From an optimization exercise on the open Yosys and OpenROAD flow, aimed at small area; shortcuts taken in it are not production practice. In this exercise RTL edits were held to simulation tests only and were not proved equivalent to the original. No activity file was given, so power comes from the tool's default toggle rates.

--- flow/design.v ---
module hevc_rtp_depkt #(
    parameter FU_MAX_FRAGS = 32,
    parameter FU_MAX_BYTES = 16384
) (
    input  wire        clk,
    input  wire        rst,
    input  wire        in_valid,
    input  wire [7:0]  in_data,
    input  wire        in_last,
    input  wire        cfg_donl,
    input  wire        cfg_dond,
    input  wire        dp_reset,
    output reg         d_valid,
    output wire [1:0]  d_kind,
    output wire        d_nalv,
    output wire        d_f,
    output wire [5:0]  d_type,
    output wire [5:0]  d_layer,
    output wire [2:0]  d_tid,
    output wire        d_donl,
    output wire        d_dond,
    output wire [15:0] d_len,
    output wire [15:0] d_off,
    output wire [15:0] d_cnt,
    output reg         r_valid,
    output reg  [3:0]  r_status,
    output wire [18:0] r_hdrlen,
    output wire        r_p,
    output wire        r_x,
    output wire [3:0]  r_cc,
    output wire        r_m,
    output wire [6:0]  r_pt,
    output wire [15:0] r_seq,
    output wire [31:0] r_ts,
    output wire [31:0] r_ssrc,
    output wire        r_nal_f,
    output wire [5:0]  r_nal_type,
    output wire [5:0]  r_nal_layer,
    output wire [2:0]  r_nal_tid,
    output wire [1:0]  r_pos,
    output wire [5:0]  r_nfrag,
    output wire [15:0] r_fragbytes
);
    localparam [3:0] ST_OK_SINGLE = 4'h1, ST_OK_AP = 4'h2, ST_AP_STOPPED = 4'h3,
                     ST_FU_START  = 4'h4, ST_FU_MIDDLE = 4'h5, ST_FU_DONE = 4'h6,
                     ST_FU_SEQ_RESET = 4'h7, ST_FU_OVERFLOW = 4'h8,
                     ST_PACI_DROPPED = 4'h9, ST_RSVD_DROPPED = 4'hA, ST_MALFORMED = 4'hB;
    localparam [1:0] P_NONE = 2'd0, P_START = 2'd1, P_MIDDLE = 2'd2;
    localparam [3:0] S_HDR   = 4'd0,    
                     S_E1    = 4'd1,    
                     S_E2    = 4'd2,
                     S_E3    = 4'd3,
                     S_PH1   = 4'd4,    
                     S_FUH   = 4'd5,    
                     S_FD1   = 4'd6,    
                     S_FD2   = 4'd7,
                     S_PAY   = 4'd8,    
                     S_FDATA = 4'd9,    
                     S_ANEXT = 4'd10,   
                     S_ADL2  = 4'd11,   
                     S_ASZH  = 4'd12,   
                     S_ASZL  = 4'd13,   
                     S_ABODY = 4'd14,   
                     S_ASTOP = 4'd15;   
    reg        sop;           
    reg [13:0] cnt;           
    reg [3:0]  ps;
    reg        vok, hp, hx;   
    reg [3:0]  hcc;
    reg        xpend;         
    reg [87:0] hsr;           
    reg [13:0] hlen;          
    reg        pk_donl, pk_dond;
    reg [7:0]  ph0, ph1;      
    reg [1:0]  cls;           
    reg [13:0] dstart;        
    reg [12:0] szm1;          
    reg        hbig;          
    reg        ap_first;
    reg [7:0]  eb0, eb1;      
    reg [1:0]  fu_pos;
    reg [5:0]  fu_nfrag;
    reg [14:0] fu_bytes;      
    reg [14:0] fu_len;        
    reg        st_f;
    reg [5:0]  st_type;
    reg [5:0]  st_layer;
    reg [2:0]  st_tid;
    reg        st_donl, st_dond;
    wire [13:0] cnt_next = sop ? 14'd1 : cnt + 14'd1;
    wire [13:0] dd       = cnt - dstart;         
    wire        dd_hi0   = (dd[13:1] == 13'd0);
    wire        dd_is0   = dd_hi0 && !dd[0];
    wire        dd_is1   = dd_hi0 && dd[0];
    wire [5:0]  ptype  = ph0[6:1];
    wire        is_ap  = (ptype == 6'd48);
    wire        is_fu  = (ptype == 6'd49);
    wire        hmatch = (cnt == hlen);
    wire [13:0] hlen_ext = cnt_next + {szm1[10:8], in_data, 2'b00};
    reg [3:0] ps_n;
    reg       emit_ap;
    always @(*) begin
        ps_n    = ps;
        emit_ap = 1'b0;
        case (ps)
            S_HDR:   if (hmatch) ps_n = xpend ? S_E1 : S_PH1;
            S_E1:    ps_n = S_E2;
            S_E2:    ps_n = S_E3;
            S_E3:    ps_n = S_HDR;
            S_PH1:   ps_n = is_ap ? S_ANEXT : (is_fu ? S_FUH : S_PAY);
            S_FUH:   ps_n = pk_donl ? S_FD1 : S_FDATA;
            S_FD1:   ps_n = S_FD2;
            S_FD2:   ps_n = S_FDATA;
            S_ANEXT: ps_n = (ap_first && pk_donl) ? S_ADL2 :
                            (!ap_first && pk_dond) ? S_ASZH : S_ASZL;
            S_ADL2:  ps_n = S_ASZH;
            S_ASZH:  ps_n = S_ASZL;
            S_ASZL:  ps_n = (hbig || {szm1[12:8], in_data} == 13'd0) ? S_ASTOP : S_ABODY;
            S_ABODY: begin
                if (dd == {1'b0, szm1}) begin
                    emit_ap = 1'b1;
                    ps_n    = S_ANEXT;
                end else if (dd_is0 && in_data[6:1] == 6'd48)
                    ps_n = S_ASTOP;
            end
            default: ;
        endcase
    end
    wire complete = !sop && vok && ps_n[3];
    wire hi_byte = (ps == S_E2) || (ps == S_ASZH) ||
                   (ps == S_ANEXT && !(ap_first && pk_donl) && !(!ap_first && pk_dond));
    wire [1:0]  cls_now  = (ps == S_FUH) ? in_data[7:6] : cls;
    wire        fu_s     = cls_now[1];
    wire        fu_e     = cls_now[0];
    wire        pnone    = (fu_pos == P_NONE);
    wire [13:0] stored   = pk_donl ? (cnt - 14'd4) : (cnt - 14'd2);
    wire [14:0] fb_sum   = (fu_s ? 15'd0 : fu_bytes) + {1'b0, stored};
    wire        fb_over  = fb_sum[14] && (fb_sum[13:0] != 14'd0);
    wire        nf_over  = fu_nfrag[5];
    reg [3:0] st_n;
    reg       fu_upd;     
    reg       fu_clr;     
    reg       emit_end;
    always @(*) begin
        st_n     = ST_MALFORMED;
        fu_upd   = 1'b0;
        fu_clr   = 1'b0;
        emit_end = 1'b0;
        if (!complete) begin
            st_n = ST_MALFORMED;
        end else if (ph0[6:5] != 2'b11) begin
            st_n     = ST_OK_SINGLE;
            emit_end = 1'b1;
        end else if (is_ap) begin
            st_n = (ps_n == S_ANEXT) ? ST_OK_AP : ST_AP_STOPPED;
        end else if (is_fu) begin
            fu_clr = 1'b1;
            if (fu_s) begin
                if (pnone) begin
                    st_n   = ST_FU_START;
                    fu_upd = 1'b1;
                end else
                    st_n = ST_FU_SEQ_RESET;
            end else if (pnone) begin
                st_n = ST_FU_SEQ_RESET;
            end else if (fu_e) begin
                st_n     = ST_FU_DONE;
                emit_end = 1'b1;
            end else if (nf_over || fb_over) begin
                st_n = ST_FU_OVERFLOW;
            end else begin
                st_n   = ST_FU_MIDDLE;
                fu_upd = 1'b1;
            end
        end else if (ptype == 6'd50) begin
            st_n = ST_PACI_DROPPED;
        end else begin
            st_n = ST_RSVD_DROPPED;
        end
    end
    wire acc  = in_valid && !sop;      
    wire last = in_valid && in_last;
    always @(posedge clk) begin
        if (in_valid)
            cnt <= cnt_next;
        if (in_valid && sop) begin
            vok     <= (in_data[7:6] == 2'd2);
            hp      <= in_data[5];
            hx      <= in_data[4];
            hcc     <= in_data[3:0];
            xpend   <= in_data[4];
            pk_donl <= cfg_donl;
            pk_dond <= cfg_dond;
            hlen    <= {7'd0, in_data[3:0] + 5'd3, 2'b00};
            ps      <= S_HDR;
            if (fu_pos == P_NONE) begin
                st_donl <= cfg_donl;
                st_dond <= cfg_dond;
            end
        end
        if (acc) begin
            ps <= ps_n;
            if (cnt[13:4] == 10'd0 && !(cnt[3] && cnt[2]))
                hsr <= {hsr[79:0], in_data};
            if (ps == S_HDR && hmatch) begin
                if (xpend)
                    xpend <= 1'b0;
                else begin
                    ph0 <= in_data;
                    if (fu_pos == P_NONE) begin
                        st_f        <= in_data[7];
                        st_layer[5] <= in_data[0];
                    end
                end
            end
            if (ps == S_PH1) begin
                ph1 <= in_data;
                ap_first <= 1'b1;
                if (fu_pos == P_NONE) begin
                    st_layer[4:0] <= in_data[7:3];
                    st_tid        <= in_data[2:0];
                end
            end
            if (hi_byte) begin
                szm1[12:8] <= in_data[4:0];
                hbig       <= (ps == S_E2) ? (in_data[7:3] != 5'd0) : (in_data[7:5] != 3'd0);
            end
            if (ps == S_E3)
                hlen <= {hbig | hlen_ext[13], hlen_ext[12:0]};
            if (ps == S_ASZL)
                szm1 <= {szm1[12:8], in_data} - 13'd1;
            if (ps == S_FUH) begin
                cls <= in_data[7:6];
                if (fu_pos == P_NONE)
                    st_type <= in_data[5:0];
            end
            if (ps[3:2] == 2'b00 && !(ps == S_HDR && hmatch && !xpend && in_data[6:5] != 2'b11) ||
                ps == S_PH1 && ph0[6:5] == 2'b11 ||
                ps == S_FUH || ps == S_FD1 || ps == S_FD2 ||
                ps == S_ANEXT || ps == S_ADL2 || ps == S_ASZH || ps == S_ASZL)
                dstart <= cnt_next;
            if (ps == S_ABODY) begin
                if (dd_is0) eb0 <= in_data;
                if (dd_is1) eb1 <= in_data;
            end
            if (emit_ap)
                ap_first <= 1'b0;
        end
        if (r_valid && is_fu && r_status != ST_MALFORMED)
            fu_len <= d_len[14:0];
        if (rst) begin
            sop      <= 1'b1;
            fu_pos   <= P_NONE;
            fu_nfrag <= 6'd0;
            fu_bytes <= 15'd0;
            d_valid  <= 1'b0;
            r_valid  <= 1'b0;
        end else begin
            r_valid <= last;
            d_valid <= acc && ((emit_ap && vok) || (in_last && emit_end));
            if (in_valid)
                sop <= in_last;
            if (last) begin
                r_status <= st_n;
                if (fu_clr) begin
                    fu_pos   <= fu_upd ? (fu_s ? P_START : P_MIDDLE) : P_NONE;
                    fu_nfrag <= fu_upd ? fu_nfrag + 6'd1 : 6'd0;
                    fu_bytes <= fu_upd ? fb_sum : 15'd0;
                end
            end
            if (dp_reset) begin
                fu_pos   <= P_NONE;
                fu_nfrag <= 6'd0;
                fu_bytes <= 15'd0;
            end
        end
    end
    wire        fu_base = is_fu && !cls[1];
    wire [14:0] len_sum = (fu_base ? fu_len : {1'b0, hlen}) + {1'b0, dd};
    assign d_kind  = {is_fu, is_ap};
    assign d_nalv  = !(is_ap && dd_is1);
    assign d_f     = is_fu ? st_f     : (is_ap ? eb0[7]             : ph0[7]);
    assign d_type  = is_fu ? st_type  : (is_ap ? eb0[6:1]           : ph0[6:1]);
    assign d_layer = is_fu ? st_layer : (is_ap ? {eb0[0], eb1[7:3]} : {ph0[0], ph1[7:3]});
    assign d_tid   = is_fu ? st_tid   : (is_ap ? eb1[2:0]           : ph1[2:0]);
    assign d_donl  = is_fu ? st_donl  : pk_donl;
    assign d_dond  = is_fu ? st_dond  : pk_dond;
    assign d_len   = {1'b0, len_sum};
    assign d_off   = {2'b00, dstart};
    assign d_cnt   = {2'b00, dd};
    assign r_hdrlen    = {5'd0, hlen};
    assign r_p         = hp;
    assign r_x         = hx;
    assign r_cc        = hcc;
    assign r_m         = hsr[87];
    assign r_pt        = hsr[86:80];
    assign r_seq       = hsr[79:64];
    assign r_ts        = hsr[63:32];
    assign r_ssrc      = hsr[31:0];
    assign r_nal_f     = ph0[7];
    assign r_nal_type  = ph0[6:1];
    assign r_nal_layer = {ph0[0], ph1[7:3]};
    assign r_nal_tid   = ph1[2:0];
    assign r_pos       = fu_pos;
    assign r_nfrag     = fu_nfrag;
    assign r_fragbytes = {1'b0, fu_bytes};
endmodule
--- flow/run.sh ---
#!/bin/bash
# synth_recipe.tcl (not shown) runs the flow's synth.tcl, then flattens the netlist and writes it again
# the make line also repeats each setting of config.mk as NAME=value (left out here)
make -C /OpenROAD-flow-scripts/flow DESIGN_CONFIG=/design/flow/config.mk WORK_HOME=/design/flow/orfs CLKGATE_MAP_FILE= SYNTH_SCRIPT=/design/flow/synth_recipe.tcl finish
--- flow/config.mk ---
export PLATFORM = sky130hd
export DESIGN_NAME = hevc_rtp_depkt
export DESIGN_NICKNAME = hevc_rtp_depkt
export VERILOG_FILES = /design/flow/design.v
export SDC_FILE = /design/flow/constraint.sdc
export NUM_CORES = 4
export LEC_CHECK = 0
export ABC_AREA = 1
export CAP_MARGIN = 20
export CORE_MARGIN = 2
export CORE_UTILIZATION = 40
export CTS_BUF_LIST = sky130_fd_sc_hd__clkbuf_4
export CTS_CLUSTER_SIZE = 30
export SLEW_MARGIN = 20
--- flow/constraint.sdc ---
create_clock -name core_clock -period 12.0 [get_ports {clk}]
set_input_delay 2.4000 -clock core_clock [delete_from_list [all_inputs] [get_ports {clk}]]
set_output_delay 2.4000 -clock core_clock [all_outputs]
set_load 0.01 [all_outputs]
==> metrics.md, run 1 <==
| Metric | Value |
|---|---|
| Status | `no timing/DRC/antenna violations` |
| Post-synthesis cell count | `1493` |
| Final worst slack | `4.60 ns` |
| Synth top area share | `46.7%` |
| # Post-CTS Setup Buffers | `0` |
| Setup violations, final | `0` |
| Hold Crit Class | `reg -> reg` |
| Core Rows | `68` |
| CP max FO | `24` |
| Die W | `190 um` |
| YS warnings | `1` |
| Cells after DPL | `2162` |
| Total grt overflow | `0` |
| Root Buffer | `clkbuf_4` |
| Peak supply drop | `67.1 uV` |
| CTS sink cnt | `256` |
| Power Density | `120 nW/um^2` |
| DIE HEIGHT | `190 um` |
| Initial antenna violation count | `2` |
| Placement Cell Area | `16600 um^2` |
| Count leader, synth | `nand2_1` |
| DR iter-0 viols | `782` |
| GR Util met2 | `36.0%` |
| Num CTS Buffers | `74` |
| Vias | `11500` |
| Most used routing layer | `met2` |
| Worst clock skew | `0.0727 ns` |
| RSZ-0062 raised after global routing | `no` |
| Post-synth top flop | `edfxtp_1` |
| Finished Layout Cells | `2293` |
| CTS tree | `built` |
| WL/cell | `18.0 um` |
| Clock slew at reported path FFs | `0.08 ns` |
| Pre-antenna DRT Iters | `6` |
| Port bufs | `231` |
| Synth Cell Area | `13800 um^2` |
| Pre-CTS worst setup slack | `5.42 ns` |
| Number of remaining DRC errors | `0` |
| Clock latency on the worst-skew pair | `0.74 ns` |
| Total Power | `2110 uW` |
| Fmax | `0.135 GHz` |
| Crit end category | `primary output` |
| Commonest cells in the netlist | `300 x nand2_1, 215 x edfxtp_1, 210 x inv_1` |
| Setup TNS | `0 ns` |
| Period utilization | `61.7%` |
| Area leader, netlist | `edfxtp_1` |
| Average vias per placed instance | `5.03` |
| Distinct cells, synth | `56` |
| Core footprint | `34300 um^2` |
| Area contributors post-synth | `edfxtp_1 47%, nand2_1 8.2%, dfxtp_1 5.9%` |
| First-pass GRT wire length | `63200 um` |
| GRT met1 Usage | `30.7%` |
| Slew Viols, Final | `0` |
| H-tree Lvls | `3` |
| Hold Fails Final Rpt | `0` |
| Total die area | `36000 um^2` |
| Share of layout cells above drive strength 1 | `9.97%` |
| Worst EP required | `9.60 ns` |
| Fraction of registers with async set/reset | `0%` |
| Slew at the pin closest to its max-slew limit | `1.01 ns` |
| RD Place Congestion | `0.900` |
| Register area share after synthesis | `52.7%` |
| Routed Antenna Nets | `0` |
| CTS Hold Bufs | `0` |
| GRT Overall Usage | `22.9%` |
| Max-cap viol count | `0` |
| Seq cells post-synth | `256` |
| Post-synth EDFFs | `215` |
| Largest net degree at the start of global routing | `82` |
| Final min period | `7.40 ns` |
| Worst setup path category | `reg -> out` |
| CTS max path bufs | `3` |
| DPL Wire Length | `31000 um` |
| Number of global-route vias before repair | `11100` |
| Static leakage | `0.00719 uW` |
| Synth Area per Inst | `9.25 um^2` |
| Routed WL | `41200 um` |
| Area growth, synth to finish | `27.0%` |
| Met3 Use GR | `4.61%` |
| Nets | `1863` |
| Relative slew slack | `32.8%` |
| CP Launch Type | `flop` |
| Design Area, Final | `17500 um^2` |
| Top Ports | `243` |
| Cts repair resizes | `0` |
| Flop-to-flop setup slack | `7.40 ns` |
| Crit path DAT | `5.00 ns` |
| Initial Utilization | `40.3%` |
-- worst max-delay path, cell delays in order, from the launching register on --
cell	delay [ns]
edfxtp_1	0.43
nand2_1	0.25
inv_1	0.18
nand4_1	0.13
buf_4	0.29
mux2_2	0.38
ha_1	0.20
inv_1	0.07
fa_1	0.21
nor2_1	0.06
a211oi_1	0.34
o21ai_0	0.24
nand3_1	0.11
nand2_1	0.08
nand3_1	0.08
nand2_1	0.08
a21oi_1	0.14
nor2_1	0.05
nor2_1	0.11
xor2_1	0.23
clkdlybuf4s50_1	0.58
-- worst paths after layout --
| path | startpoint | end | cells past startpoint |
|---|---|---|---|
| hold / removal | hsr[2] | hsr[10] | 0 |
| hold reg to reg | hsr[2] | hsr[10] | 0 |
| setup reg to reg | cnt[1] | fu_bytes[6] | 21 |
| setup / recovery | ph0[5] | d_len[12] | 20 |
-- cells by family (layout without fill, tap and decap cells) --
| logic type | after synthesis | in the layout | share of synthesized area, % |
|---|---|---|---|
| AOI/OAI and AO/OA | 211 | 211 | 8.66 |
| xor gates and xnor gates | 66 | 66 | 4.18 |
| adders and majority gates | 65 | 65 | 6.10 |
| buffers and inverters | 259 | 591 | 7.73 |
| DFF | 256 | 256 | 52.7 |
| muxes | 4 | 4 | 0.326 |
| other | 1 | 14 | 0.0271 |
| and+or+nand+nor | 631 | 631 | 20.3 |
-- sequential cells by signal (all words and copies together), names as in the netlist, 3 cells and up --
| signal | cells |
|---|---|
| st_tid | 3 |
| eb0 | 8 |
| dstart | 14 |
| eb1 | 8 |
| fu_len | 15 |
| hlen | 14 |
| hcc | 4 |
| st_type | 6 |
| szm1 | 13 |
| r_status | 4 |
| cnt | 14 |
| hsr | 88 |
| fu_nfrag | 6 |
| ph0 | 8 |
| fu_bytes | 15 |
| ph1 | 8 |
| st_layer | 6 |
| ps | 4 |
-- power breakdown --
part / switching, uW / internal (uW) / total (uW) / leakage [uW]
clock: 387 / 440 / 827 / 0.000548
sequential: 17.7 / 976 / 993 / 0.00230
combinational: 173 / 113 / 286 / 0.00435
-- through the flow --
stage / hold slack, ns / util (%)
final: 0.407 / 51.1
after global placement: 0.430 / 48.4
after floorplan: 0.499 / -
after detailed placement: 0.430 / 48.4
after CTS: 0.416 / 51.1
after global routing: 0.440 / 51.1
-- layout make-up --
type	instances	area, um^2
antenna	3	7.51
clock buffer	110	826
clock inverter	18	110
fill	3253	16700
inverter	220	826
multi-input combinational	988	5520
sequential	256	7280
tap	455	569
timing repair buffer	243	2400
-- placed cells by master, fill, tap and decap left out, types with 5 or more instances in the layout --
master / netlist / final
nand2_1: 300 / 300
clkdlybuf4s50_1: 0 / 231
edfxtp_1: 215 / 215
inv_1: 210 / 210
nor2_1: 148 / 147
clkbuf_4: 0 / 110
a21oi_1: 103 / 103
nand3_1: 93 / 93
ha_1: 61 / 61
o21ai_0: 59 / 59
xor2_1: 52 / 52
dfxtp_1: 41 / 41
nor3_1: 29 / 29
nand4_1: 19 / 19
clkinv_1: 4 / 16
xnor2_1: 14 / 14
buf_4: 15 / 12
nand3_2: 11 / 11
conb_1: 1 / 11
a21oi_2: 10 / 10
nand3b_1: 9 / 9
inv_2: 6 / 7
nor2_4: 4 / 5
o31ai_1: 5 / 5
-- metal layers --
layer,vias to the layer above,wire (um)
met2,425,18600
met3,103,2780
met4,0,1590
met5,-,0
li1,5630,-
met1,5382,18200
==> inputs of run 2 (changes only) <==
--- a/flow/config.mk
+++ b/flow/config.mk
@@ -11,4 +11,2 @@
 export CORE_UTILIZATION = 40
-export CTS_BUF_LIST = sky130_fd_sc_hd__clkbuf_4
-export CTS_CLUSTER_SIZE = 30
 export SLEW_MARGIN = 20
==> run 2 against run 1 <==
- total power grew 1.2%
- first-iteration DRC count rose by 16%
- global-route usage decreased by 0.47 points
- final area fell by 0.16%
- critical path type unchanged
- critical endpoint unchanged
- highest routed layer unchanged
==> metrics.md, run 2 <==
| Metric | Value |
|---|---|
| Peak supply drop | `110 uV (+64%)` |
| Crit Reg-Reg Startpoint | `cnt[1]` |
| Total grt overflow | `0 (unchanged)` |
| Worst setup path category | `reg -> out` |
| Max-cap viol count | `0 (unchanged)` |
| Area leader, netlist | `edfxtp_1` |
| Nets | `1819 (-2.4%)` |
| Number of global-route vias before repair | `10600 (-3.8%)` |
| CTS tree | `built` |
| Seq cells post-synth | `256 (unchanged)` |
| DIE HEIGHT | `190 um (unchanged)` |
| Worst clock skew | `0.0137 ns (-0.0590 ns)` |
| Area contributors post-synth | `edfxtp_1 47%, nand2_1 8.2%, dfxtp_1 5.9%` |
| Routed WL | `41000 um (-0.65%)` |
| Placement Cell Area | `16600 um^2 (unchanged)` |
| Distinct cells, synth | `56 (unchanged)` |
| RSZ-0062 raised after global routing | `no` |
| Port bufs | `231 (unchanged)` |
| CP max FO | `24 (unchanged)` |
| Design Area, Final | `17500 um^2 (-0.16%)` |
| Share of layout cells above drive strength 1 | `6.01% (-4.0 points)` |
| Worst EP required | `9.60 ns (about the same)` |
| Fmax | `0.138 GHz (+2.3%)` |
| Largest net degree at the start of global routing | `82 (unchanged)` |
| Finished Layout Cells | `2218 (-3.3%)` |
| Pre-antenna DRT Iters | `5 (-1)` |
| Core footprint | `34300 um^2 (unchanged)` |
| Vias | `11300 (-2.2%)` |
| Post-synth EDFFs | `215 (unchanged)` |
| Slew at the pin closest to its max-slew limit | `1.01 ns (+0.00326 ns)` |
| Area growth, synth to finish | `26.8%` |
| Total die area | `36000 um^2 (unchanged)` |
| Setup violations, final | `0 (unchanged)` |
| Synth Cell Area | `13800 um^2 (unchanged)` |
| # Post-CTS Setup Buffers | `0 (unchanged)` |
| Fraction of registers with async set/reset | `0% (unchanged)` |
| YS warnings | `1 (unchanged)` |
| Final min period | `7.24 ns (-0.167 ns)` |
| Max reg flops | `88 (unchanged)` |
| Routed Antenna Nets | `0 (unchanged)` |
| Post-synth top flop | `edfxtp_1` |
| Power Density | `122 nW/um^2 (+1.3%)` |
| Synth Area per Inst | `9.25 um^2 (unchanged)` |
| Crit end category | `primary output` |
| Clock slew at reported path FFs | `0.06 ns (-0.02 ns)` |
| RD Place Congestion | `0.900 (unchanged)` |
| Relative slew slack | `32.6% (-0.22 points)` |
| WL/cell | `18.5 um (+2.7%)` |
| Hold Crit Class | `reg -> reg` |
| Initial Utilization | `40.3% (unchanged)` |
| Commonest non-fill, non-tap cell in the layout | `nand2_1` |
| Biggest regs | `hsr x88, fu_bytes x15, fu_len x15` |
| Pre-CTS worst setup slack | `5.42 ns (unchanged)` |
| Cell count of the worst hold path | `0 (unchanged)` |
| Hold path endpoint | `hsr[27]` |
| Hold Fails Final Rpt | `0 (unchanged)` |
| Fillers | `3202 (-1.6%)` |
| Die W | `190 um (unchanged)` |
| Initial antenna violation count | `1 (-1)` |
| Flop-to-flop setup slack | `7.34 ns (-0.06 ns)` |
| Number of remaining DRC errors | `0 (unchanged)` |
| Worst Hold Launch | `hsr[19]` |
| Average vias per placed instance | `5.09 (+1.1%)` |
| DR iter-0 viols | `911 (+16%)` |
| CP Launch Type | `flop` |
| CTS Hold Bufs | `0 (unchanged)` |
| H-tree Lvls | `1 (-2)` |
| Area taken by flip-flops and latches | `7280 um^2 (unchanged)` |
| Count leader, synth | `nand2_1` |
| Root Buffer | `clkbuf_16` |
| Slew Viols, Final | `0 (unchanged)` |
| Period utilization | `60.3% (-1.4 points)` |
| Setup TNS | `0 ns (unchanged)` |
| Reg2Reg Depth | `21 (unchanged)` |
| Cells after DPL | `2162 (unchanged)` |
| CTS sink cnt | `256 (unchanged)` |
| Commonest cells in the netlist | `300 x nand2_1, 215 x edfxtp_1, 210 x inv_1` |
| Post-synthesis cell count | `1493 (unchanged)` |
| GRT Overall Usage | `22.4% (-0.47 points)` |
| Util after Layout | `51.1% (-0.080 points)` |
| Clock latency on the worst-skew pair | `0.59 ns (-0.15 ns)` |
| Static leakage | `0.00710 uW (-1.4%)` |
| Top Ports | `243 (unchanged)` |
| Worst r2r dst | `fu_bytes[6]` |
| Num CTS Buffers | `30 (-59%)` |
| Synth top area share | `46.7% (unchanged)` |
| Diode count | `0 (-3)` |
| Footprint of the multi-input gates | `5520 um^2 (unchanged)` |
| Crit path DAT | `4.84 ns (-0.16 ns)` |
| Register area share after synthesis | `52.7% (unchanged)` |
| First-pass GRT wire length | `62300 um (-1.5%)` |
| Cts repair resizes | `0 (unchanged)` |
| Commonest cells after routing, fill and taps aside | `300 x nand2_1, 231 x clkdlybuf4s50_1, 215 x edfxtp_1, 210 x inv_1, 147 x nor2_1` |
| Core Rows | `68 (unchanged)` |
| DPL Wire Length | `31000 um (unchanged)` |
| Final worst slack | `4.76 ns (+0.167 ns)` |
| Status | `no timing/DRC/antenna violations` |
| CTS max path bufs | `3 (unchanged)` |
| Most flops, register | `hsr` |
[run 2: worst max-delay path by stage]
stage / startpoint / to / slack [ns] / cells after the start
2_1_floorplan: in_valid / hsr[0] / 4.92 / 4
3_3_place_gp: cnt[0] / d_len[12] / 5.53 / 19
3_5_place_dp: ph0[5] / d_len[12] / 5.42 / 20
4_1_cts: ph0[5] / d_len[12] / 4.74 / 20
5_1_grt: ph0[5] / d_len[12] / 4.40 / 20
6_report: ph0[5] / d_len[12] / 4.76 / 20
[run 2: worst max-delay path, cell delays in order, from the launching register on]
cell and delay, ns:
edfxtp_1 0.42, nand2_1 0.26, inv_1 0.18, nand4_1 0.13
buf_4 0.29, mux2_2 0.38, ha_1 0.20, inv_1 0.07
fa_1 0.21, nor2_1 0.06, a211oi_1 0.34, o21ai_0 0.24
nand3_1 0.11, nand2_1 0.08, nand3_1 0.08, nand2_1 0.08
a21oi_1 0.14, nor2_1 0.05, nor2_1 0.11, xor2_1 0.23
clkdlybuf4s50_1 0.58
[run 2: layout make-up]
cell class                 instances  share of cell area, %
clock buffer                      37                   4.44
clock inverter                    19                  0.793
inverter                         220                   4.72
multi-input combinational        988                   31.5
sequential                       256                   41.6
tap                              455                   3.25
timing repair buffer             243                   13.7
[run 2: per-layer routing]
layer	GRT usage (%)	vias to the layer above	wire, um
met4	7.48	0	1390
met1	30.7	5317	18100
met3	3.97	75	2910
met5	0	-	0
met2	36.0	407	18600
li1	-	5490	-
[run 2: cell families after synthesis]
logic type / synth area share [%]
buf+inv: 7.73
compound gates: 8.66
fa+ha+maj: 6.10
flops: 52.7
xor+xnor: 4.18
mux: 0.326
other cells: 0.0271
simple gates: 20.3
[run 2: power by group]
| part | leakage (uW) | internal [uW] | switching, uW |
|---|---|---|---|
| Clock | 0.000449 | 481 | 370 |
| Sequential | 0.00230 | 976 | 17.8 |
| Combinational | 0.00435 | 113 | 173 |
[run 2: metrics by stage]
stage | hold WS, ns | total power (uW)
2_1_floorplan | 0.499 | 1180
3_3_place_gp | 0.430 | 1300
3_5_place_dp | 0.430 | 1300
4_1_cts | 0.434 | 2150
5_1_grt | 0.457 | 2220
6_report | 0.445 | 2130
==> inputs of run 3 (changes only) <==
--- a/flow/config.mk
+++ b/flow/config.mk
@@ -7,3 +7,2 @@
 export LEC_CHECK = 0
-export ABC_AREA = 1
 export CAP_MARGIN = 20
==> run 3 against run 2 <==
- register-to-register slack worse by 0.76 ns
- global-route usage down 0.78 points
- count of clock-buffer cells in the layout up 2
- largest power group is now clock
- via count down 12%
- clock power up 21%
- clock skew down 0.0030 ns
- still clean
==> metrics.md, run 3 <==
| Metric | Value |
|---|---|
| Finished Layout Cells | `1856 (-16%)` |
| Crit Reg-Reg Startpoint | `ps[2]` |
| DR iter-0 viols | `774 (-15%)` |
| CTS sink cnt | `256 (unchanged)` |
| Die W | `185 um (-2.3%)` |
| Period utilization | `71.5% (+11 points)` |
| Largest net degree at the start of global routing | `66 (-20%)` |
| Cells after DPL | `1799 (-17%)` |
| Static leakage | `0.00627 uW (-12%)` |
| Cts repair resizes | `0 (unchanged)` |
| Root Buffer | `clkbuf_16` |
| Slowest stage delay, CP | `0.95 ns (+0.37 ns)` |
| Slowest cell on the critical path | `or4_1` |
| Hold Fails Final Rpt | `0 (unchanged)` |
| Crit path DAT | `6.18 ns (+1.34 ns)` |
| Initial antenna violation count | `1 (unchanged)` |
| CP startpoint | `ph0[6]` |
| Fmax | `0.116 GHz (-16%)` |
| Clock latency on the worst-skew pair | `0.57 ns (-0.02 ns)` |
| Max reg flops | `88 (unchanged)` |
| Setup violations, final | `0 (unchanged)` |
| RSZ-0062 raised after global routing | `no` |
| Share of layout cells above drive strength 1 | `7.28% (+1.3 points)` |
| Number of remaining DRC errors | `0 (unchanged)` |
| First-pass GRT wire length | `57100 um (-8.3%)` |
| Area growth, synth to finish | `29.5%` |
| Top Ports | `243 (unchanged)` |
| Crit path max-delay family | `compound AO/OA/AOI/OAI gates` |
| Nets | `1470 (-19%)` |
| Setup TNS | `0 ns (unchanged)` |
| Worst setup path category | `reg -> out` |
| Vias | `9987 (-12%)` |
| Power Density | `136 nW/um^2 (+12%)` |
| Number of global-route vias before repair | `9799 (-7.9%)` |
| Port bufs | `231 (unchanged)` |
| Flop-to-flop setup slack | `6.58 ns (-0.76 ns)` |
| Fillers | `2871 (-10%)` |
| Count leader, synth | `edfxtp_1` |
| H-tree Lvls | `1 (unchanged)` |
| Post-synthesis cell count | `1168 (-22%)` |
| Hold Crit Class | `reg -> reg` |
| Stages on the worst setup path | `19 (-5.0%)` |
| Post-synth top flop | `edfxtp_1` |
| Crit path buffers/inverters | `3 (-1)` |
| Relative slew slack | `31.7% (-0.83 points)` |
| # Post-CTS Setup Buffers | `0 (unchanged)` |
| Average vias per placed instance | `5.38 (+5.7%)` |
| Routed WL | `37900 um (-7.4%)` |
| CTS Hold Bufs | `0 (unchanged)` |
| CP endpoint | `d_len[14]` |
| CP Launch Type | `flop` |
| Seq cells post-synth | `256 (unchanged)` |
| GRT Overall Usage | `21.6% (-0.78 points)` |
| Worst clock skew | `0.0107 ns (-0.00301 ns)` |
| Worst r2r dst | `fu_bytes[10]` |
| Fraction of registers with async set/reset | `0% (unchanged)` |
| Core footprint | `32500 um^2 (-5.3%)` |
| Total grt overflow | `0 (unchanged)` |
| Num CTS Buffers | `30 (unchanged)` |
| WL/cell | `20.4 um (+11%)` |
| Commonest non-fill, non-tap cell in the layout | `clkdlybuf4s50_1` |
| Post-synth EDFFs | `215 (unchanged)` |
| Status | `no timing/DRC/antenna violations` |
| Pre-antenna DRT Iters | `5 (unchanged)` |
| Distinct cells, synth | `68 (+21%)` |
| Hold slack | `0.450 ns (+0.00412 ns)` |
| DIE HEIGHT | `185 um (-2.3%)` |
| RD Place Congestion | `0.876 (-2.6%)` |
| Slew at the pin closest to its max-slew limit | `1.02 ns (+0.00403 ns)` |
| Commonest cells in the netlist | `215 x edfxtp_1, 93 x nor2_1, 79 x nand2_1` |
| Total die area | `34400 um^2 (-4.6%)` |
| Crit end category | `primary output` |
| YS warnings | `1 (unchanged)` |
| CTS max path bufs | `3 (unchanged)` |
| Crit path cell chain | `nand2_1 -> or4_1 -> nor2_1 -> buf_4 -> mux2_2 -> ha_1 -> inv_1 -> fa_1 -> nor2b_1 -> o21ai_0 -> a21boi_0 -> o21ai_0 -> a21oi_1 -> a41o_1 -> o41a_1 -> a21o_1 -> a21oi_1 -> xor2_1 -> clkdlybuf4s50_1` |
| Peak supply drop | `108 uV (-2.1%)` |
| Core Rows | `66 (-2.9%)` |
| Util after Layout | `52.5% (+1.5 points)` |
| DPL Wire Length | `27900 um (-10%)` |
| Most flops, register | `hsr` |
| CP max FO | `24 (unchanged)` |
| Area leader, netlist | `edfxtp_1` |
| Final min period | `8.58 ns (+1.35 ns)` |
| Diode count | `0 (unchanged)` |
| Commonest cells after routing, fill and taps aside | `231 x clkdlybuf4s50_1, 215 x edfxtp_1, 93 x nor2_1, 79 x nand2_1, 71 x a21oi_1` |
| Biggest regs | `hsr x88, fu_bytes x15, fu_len x15` |
| Max-cap viol count | `0 (unchanged)` |
| Register area share after synthesis | `55.3% (+2.6 points)` |
| Reg2Reg Depth | `18 (-14%)` |
| Area contributors post-synth | `edfxtp_1 49%, dfxtp_1 6.2%, ha_1 5.8%` |
| CTS tree | `built` |
| Clock slew at reported path FFs | `0.06 ns (about the same)` |
| Synth Cell Area | `13200 um^2 (-4.7%)` |
| Worst EP required | `9.60 ns (about the same)` |
| Routed Antenna Nets | `0 (unchanged)` |
| Synth Area per Inst | `11.3 um^2 (+22%)` |
| Initial Utilization | `40.6% (+0.29 points)` |
| Slew Viols, Final | `0 (unchanged)` |
| Synth top area share | `49.0% (+2.3 points)` |
-- run 3: changes by cell type after synthesis, moves of 29 or more --
cell / previous run / this run
nand3_1: 93 / 34
inv_1: 210 / 50
xnor2_1: 14 / 55
nand2_1: 300 / 79
a21oi_1: 103 / 71
clkbuf_1: 18 / 47
nor2_1: 148 / 93
-- run 3: stage by stage --
stage               area (um^2)  setup WS, ns  total power [uW]
global placement          15900          4.18              1310
detailed placement        15900          4.06              1310
floorplan                 13200          5.43              1190
CTS                       17000          3.39              2340
finish                    17100          3.42              2320
global route              17100          2.96              2400
-- run 3: power by group --
part | leakage [uW] | internal (uW) | switching, uW
Clock | 0.000547 | 648 | 377
Sequential | 0.00229 | 977 | 22.9
Combinational | 0.00343 | 134 | 159
-- run 3: logic make-up after synthesis --
logic type,Yosys count,share of synthesized area [%]
simple gates,359,13.5
flops,256,55.3
compound gates,233,11.2
buf+inv,117,3.80
xor+xnor,105,7.19
fa+ha+maj,65,6.40
mux,32,2.58
other cells,1,0.0285
-- run 3: worst min-delay path by stage --
stage	from	to	slack, ns	cells after the start
after floorplan	xpend	xpend	0.46	1
after global placement	hsr[10]	hsr[18]	0.43	0
after detailed placement	hsr[60]	hsr[68]	0.43	0
after CTS	hsr[60]	hsr[68]	0.45	0
after global routing	hsr[60]	hsr[68]	0.46	0
final	hsr[79]	hsr[87]	0.45	0
-- run 3: final cells by class --
| type | count | area (um^2) | share of cell area, % |
|---|---|---|---|
| clock buffer | 39 | 845 | 4.95 |
| multi-input combinational | 805 | 5460 | 32.0 |
| tap | 442 | 553 | 3.24 |
| timing repair buffer | 245 | 2420 | 14.2 |
| sequential | 256 | 7280 | 42.7 |
| inverter | 52 | 195 | 1.14 |
| clock inverter | 17 | 295 | 1.73 |
-- run 3: metal layers --
layer | global-route usage (%) | share of wire, % | wire, um | vias up
met5 | 0 | 0 | 0 | -
met4 | 5.59 | 2.1 | 786 | 0
met3 | 4.23 | 8.2 | 3100 | 54
met2 | 36.5 | 47 | 17900 | 422
met1 | 28.5 | 43 | 16200 | 4813
li1 | - | - | - | 4698
==> inputs of run 4 (changes only) <==
--- a/flow/design.v
+++ b/flow/design.v
@@ -71,7 +71,10 @@
     reg [87:0] hsr;           
-    reg [13:0] hlen;          
+    reg [12:0] hlen;          
     reg        pk_donl, pk_dond;
-    reg [7:0]  ph0, ph1;      
+    reg        ph_f;          
+    reg [5:0]  ph_layer;
+    reg [2:0]  ph_tid;
+    reg        is_ap, is_fu;  
     reg [1:0]  cls;           
-    reg [13:0] dstart;        
+    reg [13:0] dstart;
     reg [12:0] szm1;          
@@ -79,3 +82,3 @@
     reg        ap_first;
-    reg [7:0]  eb0, eb1;      
+    reg [7:0]  eb0, eb1;
     reg [1:0]  fu_pos;
@@ -94,7 +97,8 @@
     wire        dd_is1   = dd_hi0 && dd[0];
-    wire [5:0]  ptype  = ph0[6:1];
-    wire        is_ap  = (ptype == 6'd48);
-    wire        is_fu  = (ptype == 6'd49);
-    wire        hmatch = (cnt == hlen);
-    wire [13:0] hlen_ext = cnt_next + {szm1[10:8], in_data, 2'b00};
+    wire [5:0]  ptype    = eb0[6:1];             
+    wire        fu_base  = is_fu && !cls[1] && sop;
+    wire        len_cin  = !sop && (ps == S_FDATA);
+    wire [14:0] len_sum  = (fu_base ? fu_len : {2'b00, hlen}) + {1'b0, dd} + {14'd0, len_cin};
+    wire hmatch = dd_is0;     
+    wire at_ph0 = (ps == S_HDR) && hmatch && !xpend;
     reg [3:0] ps_n;
@@ -131,2 +135,11 @@
                    (ps == S_ANEXT && !(ap_first && pk_donl) && !(!ap_first && pk_dond));
+    wire [12:0] ds_add = sop ? {6'd0, {1'b0, in_data[3:0]} + 5'd2, 2'b11} :
+                         (ps == S_E3) ? {szm1[10:8], in_data, 2'b00} : 13'd0;
+    wire [13:0] ds_sum = cnt_next + {1'b0, ds_add};
+    wire        ds_load = sop ||
+        (ps == S_HDR && hmatch && (xpend || in_data[6:5] == 2'b11)) ||
+        (ps == S_E3) ||
+        (ps == S_PH1 && (is_ap || is_fu)) ||
+        ps == S_FUH || ps == S_FD1 || ps == S_FD2 ||
+        ps == S_ANEXT || ps == S_ADL2 || ps == S_ASZH || ps == S_ASZL;
     wire [1:0]  cls_now  = (ps == S_FUH) ? in_data[7:6] : cls;
@@ -135,4 +148,3 @@
     wire        pnone    = (fu_pos == P_NONE);
-    wire [13:0] stored   = pk_donl ? (cnt - 14'd4) : (cnt - 14'd2);
-    wire [14:0] fb_sum   = (fu_s ? 15'd0 : fu_bytes) + {1'b0, stored};
+    wire [14:0] fb_sum   = (fu_s ? 15'd0 : fu_bytes) + len_sum;
     wire        fb_over  = fb_sum[14] && (fb_sum[13:0] != 14'd0);
@@ -150,7 +162,7 @@
             st_n = ST_MALFORMED;
-        end else if (ph0[6:5] != 2'b11) begin
-            st_n     = ST_OK_SINGLE;
-            emit_end = 1'b1;
         end else if (is_ap) begin
             st_n = (ps_n == S_ANEXT) ? ST_OK_AP : ST_AP_STOPPED;
+        end else if (ptype[5:4] != 2'b11) begin
+            st_n     = ST_OK_SINGLE;
+            emit_end = 1'b1;
         end else if (is_fu) begin
@@ -183,4 +195,7 @@
     always @(posedge clk) begin
-        if (in_valid)
+        if (in_valid) begin
             cnt <= cnt_next;
+            if (ds_load)
+                dstart <= {ds_sum[13] | (!sop && ps == S_E3 && hbig), ds_sum[12:0]};
+        end
         if (in_valid && sop) begin
@@ -193,3 +208,2 @@
             pk_dond <= cfg_dond;
-            hlen    <= {7'd0, in_data[3:0] + 5'd3, 2'b00};
             ps      <= S_HDR;
@@ -204,11 +218,13 @@
                 hsr <= {hsr[79:0], in_data};
-            if (ps == S_HDR && hmatch) begin
-                if (xpend)
-                    xpend <= 1'b0;
-                else begin
-                    ph0 <= in_data;
-                    if (fu_pos == P_NONE) begin
-                        st_f        <= in_data[7];
-                        st_layer[5] <= in_data[0];
-                    end
+            if (ps == S_HDR && hmatch)
+                xpend <= 1'b0;
+            if (at_ph0) begin
+                hlen     <= cnt[12:0];
+                ph_f     <= in_data[7];
+                ph_layer[5] <= in_data[0];
+                is_ap    <= (in_data[6:1] == 6'd48);
+                is_fu    <= (in_data[6:1] == 6'd49);
+                if (fu_pos == P_NONE) begin
+                    st_f        <= in_data[7];
+                    st_layer[5] <= in_data[0];
                 end
@@ -216,4 +232,5 @@
             if (ps == S_PH1) begin
-                ph1 <= in_data;
-                ap_first <= 1'b1;
+                ph_layer[4:0] <= in_data[7:3];
+                ph_tid        <= in_data[2:0];
+                ap_first      <= 1'b1;
                 if (fu_pos == P_NONE) begin
@@ -223,2 +240,6 @@
             end
+            if (at_ph0 || (ps == S_ABODY && dd_is0))
+                eb0 <= in_data;
+            if (ps == S_PH1 || (ps == S_ABODY && dd_is1))
+                eb1 <= in_data;
             if (hi_byte) begin
@@ -227,4 +248,2 @@
             end
-            if (ps == S_E3)
-                hlen <= {hbig | hlen_ext[13], hlen_ext[12:0]};
             if (ps == S_ASZL)
@@ -236,11 +255,2 @@
             end
-            if (ps[3:2] == 2'b00 && !(ps == S_HDR && hmatch && !xpend && in_data[6:5] != 2'b11) ||
-                ps == S_PH1 && ph0[6:5] == 2'b11 ||
-                ps == S_FUH || ps == S_FD1 || ps == S_FD2 ||
-                ps == S_ANEXT || ps == S_ADL2 || ps == S_ASZH || ps == S_ASZL)
-                dstart <= cnt_next;
-            if (ps == S_ABODY) begin
-                if (dd_is0) eb0 <= in_data;
-                if (dd_is1) eb1 <= in_data;
-            end
             if (emit_ap)
@@ -248,4 +258,4 @@
         end
-        if (r_valid && is_fu && r_status != ST_MALFORMED)
-            fu_len <= d_len[14:0];
+        if (r_valid && r_status[3:1] == 3'b010)
+            fu_len <= len_sum;
         if (rst) begin
@@ -277,10 +287,8 @@
     end
-    wire        fu_base = is_fu && !cls[1];
-    wire [14:0] len_sum = (fu_base ? fu_len : {1'b0, hlen}) + {1'b0, dd};
     assign d_kind  = {is_fu, is_ap};
     assign d_nalv  = !(is_ap && dd_is1);
-    assign d_f     = is_fu ? st_f     : (is_ap ? eb0[7]             : ph0[7]);
-    assign d_type  = is_fu ? st_type  : (is_ap ? eb0[6:1]           : ph0[6:1]);
-    assign d_layer = is_fu ? st_layer : (is_ap ? {eb0[0], eb1[7:3]} : {ph0[0], ph1[7:3]});
-    assign d_tid   = is_fu ? st_tid   : (is_ap ? eb1[2:0]           : ph1[2:0]);
+    assign d_f     = is_fu ? st_f     : eb0[7];
+    assign d_type  = is_fu ? st_type  : eb0[6:1];
+    assign d_layer = is_fu ? st_layer : {eb0[0], eb1[7:3]};
+    assign d_tid   = is_fu ? st_tid   : eb1[2:0];
     assign d_donl  = is_fu ? st_donl  : pk_donl;
@@ -290,3 +298,3 @@
     assign d_cnt   = {2'b00, dd};
-    assign r_hdrlen    = {5'd0, hlen};
+    assign r_hdrlen    = {6'd0, hlen};
     assign r_p         = hp;
@@ -299,6 +307,6 @@
     assign r_ssrc      = hsr[31:0];
-    assign r_nal_f     = ph0[7];
-    assign r_nal_type  = ph0[6:1];
-    assign r_nal_layer = {ph0[0], ph1[7:3]};
-    assign r_nal_tid   = ph1[2:0];
+    assign r_nal_f     = ph_f;
+    assign r_nal_type  = is_ap ? 6'd48 : eb0[6:1];
+    assign r_nal_layer = ph_layer;
+    assign r_nal_tid   = ph_tid;
     assign r_pos       = fu_pos;
--- a/flow/config.mk
+++ b/flow/config.mk
@@ -10,2 +10,4 @@
 export CORE_UTILIZATION = 40
+export CTS_CLUSTER_DIAMETER = 80
+export CTS_CLUSTER_SIZE = 30
 export SLEW_MARGIN = 20
==> run 4 against run 3 <==
- synthesized area down 4.1%
- critical path depth down 1
- largest cell class unchanged
- clock skew up 0.022 ns
- die area down 4.0%
- combinational power up 77%
- still clean on timing, DRC and antenna
- largest power group is now registers
- worst setup slack better by 0.56 ns
==> metrics.md, run 4 <==
| Metric | Value |
|---|---|
| DR iter-0 viols | `705 (-8.9%)` |
| Flop-to-flop setup slack | `4.80 ns (-1.78 ns)` |
| Initial antenna violation count | `0 (-1)` |
| Crit Reg-Reg Startpoint | `is_fu` |
| Post-synth EDFFs | `224 (+4.2%)` |
| Clk pwr share | `29.7% (-15 points)` |
| Nets | `1348 (-8.3%)` |
| Core Rows | `65 (-1.5%)` |
| Area growth, synth to finish | `26.2%` |
| RSZ-0062 raised after global routing | `no` |
| GRT Overall Usage | `19.3% (-2.4 points)` |
| Internal power | `1490 uW (-15%)` |
| Hold Fails Final Rpt | `0 (unchanged)` |
| Psw | `639 uW (+14%)` |
| Core footprint | `31300 um^2 (-3.5%)` |
| Number of remaining DRC errors | `0 (unchanged)` |
| Crit path DAT | `5.63 ns (-0.55 ns)` |
| # Post-CTS Setup Buffers | `0 (unchanged)` |
| Most used routing layer | `met2` |
| Total grt overflow | `0 (unchanged)` |
| Post-synth top flop | `edfxtp_1` |
| Power Density | `134 nW/um^2 (-1.5%)` |
| Biggest regs | `hsr x88, fu_bytes x15, fu_len x15` |
| CP max FO | `28 (+17%)` |
| Register area share after synthesis | `57.6% (+2.3 points)` |
| Distinct cells, synth | `76 (+12%)` |
| CTS sink cnt | `251 (-2.0%)` |
| Worst clock skew | `0.0323 ns (+0.0216 ns)` |
| YS warnings | `1 (unchanged)` |
| Slew at the pin closest to its max-slew limit | `1.03 ns (+0.00980 ns)` |
| Sw Ratio | `30.0% (+5.8 points)` |
| GRT met1 Usage | `25.6% (-2.9 points)` |
| Area leader, netlist | `edfxtp_1` |
| Pre-antenna DRT Iters | `5 (unchanged)` |
| RD Place Congestion | `0.889 (+1.5%)` |
| Slew Viols, Final | `0 (unchanged)` |
| Worst EP required | `9.60 ns (about the same)` |
| WL/cell | `19.3 um (-5.5%)` |
| Sequential fraction of design power | `46.1% (+3.0 points)` |
| Crit path cell chain | `buf_4 -> nand3b_2 -> inv_1 -> nand2_1 -> nand2_1 -> ha_1 -> a21o_1 -> a21oi_1 -> o21bai_1 -> a21o_1 -> maj3_1 -> a21oi_1 -> o31a_1 -> o21ai_0 -> maj3_1 -> a21oi_1 -> xnor2_1 -> clkdlybuf4s50_1` |
| Root Buffer | `clkbuf_16` |
| Average vias per placed instance | `5.25 (-2.4%)` |
| Post-synthesis cell count | `1055 (-9.7%)` |
| Fmax | `0.125 GHz (+6.9%)` |
| CP startpoint | `is_fu` |
| Synth Area per Inst | `12.0 um^2 (+6.1%)` |
| GR Util met2 | `33.5% (-3.0 points)` |
| Clock latency on the worst-skew pair | `0.52 ns (-0.05 ns)` |
| CTS Hold Bufs | `0 (unchanged)` |
| Commonest cells in the netlist | `224 x edfxtp_1, 89 x nand2_1, 85 x nor2_1` |
| Port bufs | `230 (-0.43%)` |
| Top Ports | `243 (unchanged)` |
| Commonest non-fill, non-tap cell in the layout | `clkdlybuf4s50_1` |
| Vias | `8853 (-11%)` |
| Most used cell, CP | `a21oi_1` |
| Commonest cells after routing, fill and taps aside | `230 x clkdlybuf4s50_1, 224 x edfxtp_1, 89 x nand2_1, 84 x nor2_1` |
| Largest family of logic cells by synthesized area | `simple AND/OR/NAND/NOR gates` |
| CP Launch Type | `flop` |
| Count leader, synth | `edfxtp_1` |
| Synth top area share | `53.3% (+4.2 points)` |
| Synth Cell Area | `12600 um^2 (-4.1%)` |
| Post-Synth XOR/XNOR Area | `6.54% (-0.65 points)` |
| Static leakage | `0.00577 uW (-8.0%)` |
| Period utilization | `66.9% (-4.6 points)` |
| Setup violations, final | `0 (unchanged)` |
| H-tree Lvls | `1 (unchanged)` |
| Total die area | `33000 um^2 (-4.0%)` |
| Clock slew at reported path FFs | `0.11 ns (+0.05 ns)` |
| Met3 Use GR | `2.79% (-1.4 points)` |
| Area contributors post-synth | `edfxtp_1 53%, ha_1 5.5%, dfxtp_1 4.3%` |
| Die W | `182 um (-2.0%)` |
| Number of global-route vias before repair | `8578 (-12%)` |
| Fraction of registers with async set/reset | `0% (unchanged)` |
| CTS tree | `built` |
| Simple-Gate Fraction of Synth Area | `13.2% (-0.27 points)` |
| Initial Utilization | `40.3% (-0.25 points)` |
| Post-synthesis mux area share | `2.32% (-0.27 points)` |
| Crit end category | `primary output` |
| Hold Crit Class | `reg -> reg` |
| Largest net degree at the start of global routing | `89 (+35%)` |
| Comb pwr share | `24.3% (+12 points)` |
| Worst setup path category | `reg -> out` |
| Relative slew slack | `31.1% (-0.62 points)` |
| Diode count | `0 (unchanged)` |
| Max-cap viol count | `0 (unchanged)` |
| DPL Wire Length | `24300 um (-13%)` |
| Most flops, register | `hsr` |
| CP endpoint | `d_len[13]` |
| Slowest stage delay, CP | `0.61 ns (-0.34 ns)` |
| Worst r2r dst | `fu_bytes[14]` |
| Final min period | `8.03 ns (-0.556 ns)` |
| Pre-CTS worst setup slack | `4.55 ns (+0.491 ns)` |
| Routed WL | `32500 um (-14%)` |
| CTS max path bufs | `3 (unchanged)` |
| Fillers | `2752 (-4.1%)` |
| Routed Antenna Nets | `0 (unchanged)` |
| Compound-cell area share of the yosys netlist | `10.0% (-1.3 points)` |
| Status | `no timing/DRC/antenna violations` |
| Peak supply drop | `93.1 uV (-13%)` |
| Seq cells post-synth | `251 (-2.0%)` |
| Slowest cell on the critical path | `clkdlybuf4s50_1` |
| Setup TNS | `0 ns (unchanged)` |
| Adder-cell share of the synthesized area | `6.50% (+0.097 points)` |
| First-pass GRT wire length | `49700 um (-13%)` |
| DIE HEIGHT | `182 um (-2.0%)` |
| Cts repair resizes | `0 (unchanged)` |
| Final worst slack | `3.97 ns (+0.556 ns)` |
| Num CTS Buffers | `16 (-47%)` |
| Max reg flops | `88 (unchanged)` |
| Share of layout cells above drive strength 1 | `6.78% (-0.50 points)` |
| Reg2Reg Depth | `28 (+10)` |
[run 4: power by group through the flow]
stage          logic (uW)  registers, uW  clock network [uW]
2_1_floorplan         321            999                   0
3_3_place_gp          511           1000                   0
3_5_place_dp          514           1000                   0
4_1_cts               517            983                 649
5_1_grt               564            985                 682
6_report              518            983                 633
[run 4: area by class of cell]
cell class	count	area [um^2]	share of cell area (%)
multi-input cells	707	4980	31.3
inverters	56	210	1.32
clock buffers	18	439	2.76
clock inverters	10	148	0.926
well taps	402	503	3.16
flip-flops and latches	251	7270	45.6
repair buffers	241	2390	15.0
[run 4: worst min-delay path by stage]
stage             from  endpoint  slack [ns]  depth (start not counted)
6_report        hsr[0]    hsr[8]        0.45                          0
5_1_grt        hsr[29]   hsr[37]        0.46                          0
4_1_cts         hsr[0]    hsr[8]        0.45                          0
3_5_place_dp    hsr[0]    hsr[8]        0.43                          0
3_3_place_gp    hsr[4]   hsr[12]        0.43                          0
2_1_floorplan   cnt[3]   hlen[3]        0.49                          0
[run 4: per-stage QoR]
stage               util, %  power (uW)  instances  hold WS, ns  area, um^2
global placement       48.9        1510       1657        0.429       15300
global route           50.9        2230       1685        0.464       15900
CTS                    50.8        2150       1685        0.449       15900
finish                 50.9        2130       1685        0.446       15900
floorplan                 -        1320       1066        0.489       12700
detailed placement     48.9        1520       1657        0.430       15300
[run 4: kinds of logic (layout without fill, tap and decap cells)]
logic type               Yosys count  count (layout)
AND/OR/NAND/NOR                  337             337
AO/OA/AOI/OAI                    179             179
buffers and inverters            108             325
XOR/XNOR                          88              88
flip-flops                       251             251
other                              1              12
adder cells (fa/ha/maj)           64              64
multiplexers                      27              27
[run 4: worst max-delay path, delay by kind of cell, from the launching register on]
| family | cells | cell delay [ns] |
|---|---|---|
| AOI/OAI and AO/OA | 8 | 1.55 |
| buffers and inverters | 3 | 1.39 |
| adders and majority gates | 3 | 0.96 |
| and+or+nand+nor | 3 | 0.60 |
| DFF | 1 | 0.34 |
| xor gates and xnor gates | 1 | 0.23 |
[run 4: routing by layer]
metal	part of all wire (%)	vias up	wire length, um
met4	1.9	0	627
li1	-	4273	-
met2	50	280	16200
met5	0	-	0
met1	43	4267	13900
met3	5.6	33	1830
==> inputs of run 5 (changes only) <==
--- a/flow/config.mk
+++ b/flow/config.mk
@@ -10,4 +10,4 @@
 export CORE_UTILIZATION = 40
-export CTS_CLUSTER_DIAMETER = 80
-export CTS_CLUSTER_SIZE = 30
+export CTS_CLUSTER_DIAMETER = 60
+export CTS_CLUSTER_SIZE = 24
 export SLEW_MARGIN = 20
==> run 5 against run 4 <==
- synthesized cell count unchanged
- clock power up 36%
- via count rose by 0.94%
- count of clock-buffer cells in the layout is 9 higher
- maximum frequency increased by 0.51%
==> metrics.md, run 5 <==
| Metric | Value |
|---|---|
| Status | `no timing/DRC/antenna violations` |
| Number of global-route vias before repair | `8662 (+0.98%)` |
| Power Density | `145 nW/um^2 (+8.5%)` |
| Fillers | `2746 (-0.22%)` |
| Cts repair resizes | `0 (unchanged)` |
| CTS sink cnt | `251 (unchanged)` |
| Period utilization | `66.6% (-0.34 points)` |
| Vias | `8936 (+0.94%)` |
| Crit Reg-Reg Startpoint | `is_fu` |
| Initial antenna violation count | `0 (unchanged)` |
| Crit path cell chain | `buf_4 -> nand3b_2 -> inv_1 -> nand2_1 -> nand2_1 -> ha_1 -> a21o_1 -> a21oi_1 -> o21bai_1 -> a21o_1 -> maj3_1 -> a21oi_1 -> o31a_1 -> o21ai_0 -> maj3_1 -> a21oi_1 -> xnor2_1 -> clkdlybuf4s50_1` |
| Slowest stage delay, CP | `0.61 ns (about the same)` |
| Finished Layout Cells | `1703 (+1.1%)` |
| Initial Utilization | `40.3% (unchanged)` |
| H-tree Lvls | `1 (unchanged)` |
| Root Buffer | `clkbuf_16` |
| WL/cell | `19.3 um (+0.20%)` |
| Slew Viols, Final | `0 (unchanged)` |
| Crit end category | `primary output` |
| Port bufs | `230 (unchanged)` |
| CP endpoint | `d_len[13]` |
| First-pass GRT wire length | `50100 um (+0.82%)` |
| # Post-CTS Setup Buffers | `0 (unchanged)` |
| Final min period | `7.99 ns (-0.0407 ns)` |
| Commonest non-fill, non-tap cell in the layout | `clkdlybuf4s50_1` |
| Slew at the pin closest to its max-slew limit | `1.02 ns (-0.00740 ns)` |
| Crit path max-delay family | `compound AO/OA/AOI/OAI gates` |
| Num CTS Buffers | `25 (+9)` |
| Hold Crit Class | `reg -> reg` |
| Crit path DAT | `5.59 ns (-0.04 ns)` |
| Synth Area per Inst | `12.0 um^2 (unchanged)` |
| Post-synthesis cell count | `1055 (unchanged)` |
| Fmax | `0.125 GHz (+0.51%)` |
| Core Rows | `65 (unchanged)` |
| Average vias per placed instance | `5.25 (-0.13%)` |
| Peak supply drop | `103 uV (+11%)` |
| Max reg flops | `88 (unchanged)` |
| DPL Wire Length | `24300 um (unchanged)` |
| Share of layout cells above drive strength 1 | `7.99% (+1.2 points)` |
| Slowest cell on the critical path | `clkdlybuf4s50_1` |
| Hold Fails Final Rpt | `0 (unchanged)` |
| Largest net degree at the start of global routing | `89 (unchanged)` |
| CTS tree | `built` |
| Pre-antenna DRT Iters | `6 (+1)` |
| Die W | `182 um (unchanged)` |
| Nets | `1357 (+0.67%)` |
| Number of remaining DRC errors | `0 (unchanged)` |
| Most flops, register | `hsr` |
| Setup violations, final | `0 (unchanged)` |
| Commonest cells after routing, fill and taps aside | `230 x clkdlybuf4s50_1, 224 x edfxtp_1, 89 x nand2_1, 84 x nor2_1` |
| Biggest regs | `hsr x88, fu_bytes x15, fu_len x15` |
| DIE HEIGHT | `182 um (unchanged)` |
| Register area share after synthesis | `57.6% (unchanged)` |
| Commonest cells in the netlist | `224 x edfxtp_1, 89 x nand2_1, 85 x nor2_1` |
| Flop-to-flop setup slack | `4.86 ns (+0.06 ns)` |
| Cells after DPL | `1657 (unchanged)` |
| Synth top area share | `53.3% (unchanged)` |
| Worst setup path category | `reg -> out` |
| CP startpoint | `is_fu` |
| Worst clock skew | `0.0215 ns (-0.0108 ns)` |
| RSZ-0062 raised after global routing | `no` |
| Area contributors post-synth | `edfxtp_1 53%, ha_1 5.5%, dfxtp_1 4.3%` |
| DR iter-0 viols | `643 (-8.8%)` |
| GRT Overall Usage | `19.4% (+0.15 points)` |
| YS warnings | `1 (unchanged)` |
| CP max FO | `28 (unchanged)` |
| Total die area | `33000 um^2 (unchanged)` |
| Synth Cell Area | `12600 um^2 (unchanged)` |
| Core footprint | `31300 um^2 (unchanged)` |
| Count leader, synth | `edfxtp_1` |
| Worst r2r dst | `fu_bytes[14]` |
| Distinct cells, synth | `76 (unchanged)` |
| Area taken by flip-flops and latches | `7270 um^2 (unchanged)` |
| Setup TNS | `0 ns (unchanged)` |
| Footprint of the multi-input gates | `4980 um^2 (unchanged)` |
| Most used cell, CP | `a21oi_1` |
| Seq cells post-synth | `251 (unchanged)` |
| CP Launch Type | `flop` |
| CTS Hold Bufs | `0 (unchanged)` |
| Stages on the worst setup path | `18 (unchanged)` |
| Routed Antenna Nets | `0 (unchanged)` |
| Relative slew slack | `31.6% (+0.50 points)` |
| Post-synth EDFFs | `224 (unchanged)` |
| Post-synth top flop | `edfxtp_1` |
| Fraction of registers with async set/reset | `0% (unchanged)` |
| Top Ports | `243 (unchanged)` |
| Worst EP required | `9.60 ns (about the same)` |
| Clock latency on the worst-skew pair | `0.55 ns (+0.03 ns)` |
| RD Place Congestion | `0.889 (unchanged)` |
| Static leakage | `0.00594 uW (+2.9%)` |
| Reg2Reg Depth | `28 (unchanged)` |
| Crit path buffers/inverters | `3 (unchanged)` |
| Area leader, netlist | `edfxtp_1` |
| Clock slew at reported path FFs | `0.09 ns (-0.02 ns)` |
| Area growth, synth to finish | `28.9%` |
| CTS max path bufs | `3 (unchanged)` |
| Routed WL | `32900 um (+1.3%)` |
| Total grt overflow | `0 (unchanged)` |
| Diode count | `0 (unchanged)` |
| Max-cap viol count | `0 (unchanged)` |
[run 5: worst register-to-register path: cells and delay by family (launching register included)]
kind,cells,cell delay (ns)
simple gates,8,1.18
xor+xnor,3,0.78
flops,1,0.33
buf+inv,3,0.84
fa+ha+maj,4,1.33
compound gates,10,2.59
[run 5: where the power goes]
group	internal, uW	leakage, uW	switching (uW)
Sequential	969	0.00227	14.6
Clock	447	0.000452	416
Combinational	221	0.00321	297
[run 5: metrics by stage]
| step | total power [uW] | worst slack, ns | area (um^2) | utilization (%) | hold slack [ns] |
|---|---|---|---|---|---|
| after floorplan | 1320 | 5.68 | 12700 | - | 0.489 |
| after global placement | 1510 | 4.68 | 15300 | 48.9 | 0.429 |
| after detailed placement | 1520 | 4.55 | 15300 | 48.9 | 0.430 |
| after CTS | 2380 | 3.92 | 16300 | 51.9 | 0.449 |
| after global routing | 2460 | 3.56 | 16300 | 52.0 | 0.458 |
| final | 2360 | 4.01 | 16300 | 52.0 | 0.446 |
[run 5: layer usage]
metal / vias up / GRT usage (%) / share of wire, %
li1: 4304 / - / -
met1: 4314 / 25.6 / 43
met2: 273 / 33.9 / 49
met3: 45 / 2.87 / 5.3
met4: 0 / 4.65 / 2.0
met5: - / 0 / 0
[run 5: how the worst min path moves through the flow]
| stage | from | to | slack, ns | cells after the start |
|---|---|---|---|---|
| 2_1_floorplan | cnt[3] | hlen[3] | 0.49 | 0 |
| 3_3_place_gp | hsr[4] | hsr[12] | 0.43 | 0 |
| 3_5_place_dp | hsr[0] | hsr[8] | 0.43 | 0 |
| 4_1_cts | hsr[0] | hsr[8] | 0.45 | 0 |
| 5_1_grt | hsr[32] | hsr[40] | 0.46 | 0 |
| 6_report | hsr[0] | hsr[8] | 0.45 | 0 |
[run 5: cells by family after synthesis]
kind of cell | synth area share (%)
and+or+nand+nor | 13.2
muxes | 2.32
other | 0.0297
adders and majority gates | 6.50
buffers and inverters | 3.84
DFF | 57.6
xor gates and xnor gates | 6.54
AOI/OAI and AO/OA | 10.0
[run 5: area by class of cell]
type / count / area share [%]
Multi-Input combinational cell: 707 / 30.6
Tap cell: 402 / 3.09
Clock buffer: 27 / 4.15
Timing Repair Buffer: 241 / 14.7
Clock inverter: 19 / 1.54
Sequential cell: 251 / 44.6
Inverter: 56 / 1.29
==> inputs of run 6 (changes only) <==
--- a/flow/config.mk
+++ b/flow/config.mk
@@ -10,4 +10,2 @@
 export CORE_UTILIZATION = 40
-export CTS_CLUSTER_DIAMETER = 60
-export CTS_CLUSTER_SIZE = 24
 export SLEW_MARGIN = 20
==> run 6 against run 5 <==
- final area hardly changed
- non-clock buffer count stayed put
- critical path depth stayed put
- register-to-register slack better by 0.05 ns
- utilization hardly changed
- synthesized area stayed put
- global-route usage hardly changed
- worst hold slack worse by 0.0099 ns
- still clean
- total power is 0.48% lower
- wire length is 0.19% lower
- largest power group unchanged
- sequential cell count stayed put
- first-iteration DRC count is 11% higher
==> metrics.md, run 6 <==
| Metric | Value |
|---|---|
| DIE HEIGHT | `182 um (unchanged)` |
| Number of remaining DRC errors | `0 (unchanged)` |
| Setup TNS | `0 ns (unchanged)` |
| Crit path buffers/inverters | `3 (unchanged)` |
| Worst setup path category | `reg -> out` |
| Worst EP required | `9.60 ns (about the same)` |
| Status | `no timing/DRC/antenna violations` |
| Commonest cells after routing, fill and taps aside | `230 x clkdlybuf4s50_1, 224 x edfxtp_1, 89 x nand2_1, 84 x nor2_1` |
| Number of global-route vias before repair | `8671 (+0.10%)` |
| CTS tree | `built` |
| Initial Utilization | `40.3% (unchanged)` |
| Die W | `182 um (unchanged)` |
| GRT Overall Usage | `19.5% (+0.044 points)` |
| Vias | `8915 (-0.24%)` |
| Root Buffer | `clkbuf_16` |
| Nets | `1361 (+0.29%)` |
| Hold Fails Final Rpt | `0 (unchanged)` |
| Static leakage | `0.00594 uW (+0.10%)` |
| CTS sink cnt | `251 (unchanged)` |
| Routed Antenna Nets | `0 (unchanged)` |
| Seq cells post-synth | `251 (unchanged)` |
| Period utilization | `66.7% (+0.099 points)` |
| Initial antenna violation count | `0 (unchanged)` |
| Area growth, synth to finish | `28.9% (about the same)` |
| Area taken by flip-flops and latches | `7270 um^2 (unchanged)` |
| Core footprint | `31300 um^2 (unchanged)` |
| Crit path cell chain | `buf_4 -> nand3b_2 -> inv_1 -> nand2_1 -> nand2_1 -> ha_1 -> a21o_1 -> a21oi_1 -> o21bai_1 -> a21o_1 -> maj3_1 -> a21oi_1 -> o31a_1 -> o21ai_0 -> maj3_1 -> a21oi_1 -> xnor2_1 -> clkdlybuf4s50_1` |
| Port bufs | `230 (unchanged)` |
| Fmax | `0.125 GHz (-0.15%)` |
| Max-cap viol count | `0 (unchanged)` |
| Clock slew at reported path FFs | `0.06 ns (-0.03 ns)` |
| Average vias per placed instance | `5.21 (-0.70%)` |
| Slowest cell on the critical path | `clkdlybuf4s50_1` |
| # Post-CTS Setup Buffers | `0 (unchanged)` |
| CTS max path bufs | `3 (unchanged)` |
| RSZ-0062 raised after global routing | `no` |
| CTS Hold Bufs | `0 (unchanged)` |
| Crit path DAT | `5.60 ns (about the same)` |
| Share of layout cells above drive strength 1 | `7.72% (-0.28 points)` |
| Commonest non-fill, non-tap cell in the layout | `clkdlybuf4s50_1` |
| Largest net degree at the start of global routing | `89 (unchanged)` |
| DPL Wire Length | `24300 um (unchanged)` |
| Synth Cell Area | `12600 um^2 (unchanged)` |
| Slew Viols, Final | `0 (unchanged)` |
| Most used cell, CP | `a21oi_1` |
| Post-synthesis cell count | `1055 (unchanged)` |
| YS warnings | `1 (unchanged)` |
| Total grt overflow | `0 (unchanged)` |
| Relative slew slack | `31.1% (-0.46 points)` |
## run 6: layer usage
metal  track usage [%]  up-vias  wire length [um]
li1                  -     4306                 -
met1              25.6     4280             14200
met2              33.7      283             16200
met3              3.19       46              1830
met4              4.81        0               701
met5                 0        -                 0
## run 6: report_power, final
part           internal, uW  total [uW]  leakage, uW  switching, uW
logic                   221         518      0.00321            297
registers               970         985      0.00227           14.5
clock network           498         850     0.000458            352
## run 6: kinds of logic after synthesis
logic type	Yosys count	synth area share [%]
compound gates	179	10.0
xor+xnor	88	6.54
fa+ha+maj	64	6.50
buf+inv	108	3.84
flops	251	57.6
mux	27	2.32
other cells	1	0.0297
simple gates	337	13.2
## run 6: area by class of cell
type                            instances  share of cell area [%]
Tap cell                              402                    3.09
Timing Repair Buffer                  241                    14.7
Multi-Input combinational cell        707                    30.6
Clock buffer                           41                    5.05
Sequential cell                       251                    44.7
Inverter                               56                    1.29
Clock inverter                         13                   0.615
## run 6: worst paths after layout
| check | start | to | slack, ns | depth (start not counted) |
|---|---|---|---|---|
| worst max-delay path | is_fu | d_len[13] | 4.00 | 18 |
| worst min-delay path | hsr[7] | hsr[15] | 0.44 | 0 |
| worst max register to register | is_fu | fu_bytes[8] | 4.91 | 28 |
| worst min register to register | hsr[7] | hsr[15] | 0.44 | 0 |
## run 6: through the flow
stage	power [uW]	setup WS (ns)	cell area [um^2]	std cells	hold slack [ns]
finish	2350	4.00	16300	1711	0.436
floorplan	1320	5.68	12700	1066	0.489
detailed placement	1520	4.55	15300	1657	0.430
global placement	1510	4.68	15300	1657	0.429
global route	2460	3.55	16300	1711	0.450
CTS	2380	3.93	16200	1711	0.441

Re-timed with assumed drivers on the ports (clkbuf_16 on the clock, buf_2 on other inputs), run 6 has 3.951 ns of setup slack against 4.001 ns with ideal ports, and 4.553 ns once port delays also move by the mid clock arrival of 0.603 ns.
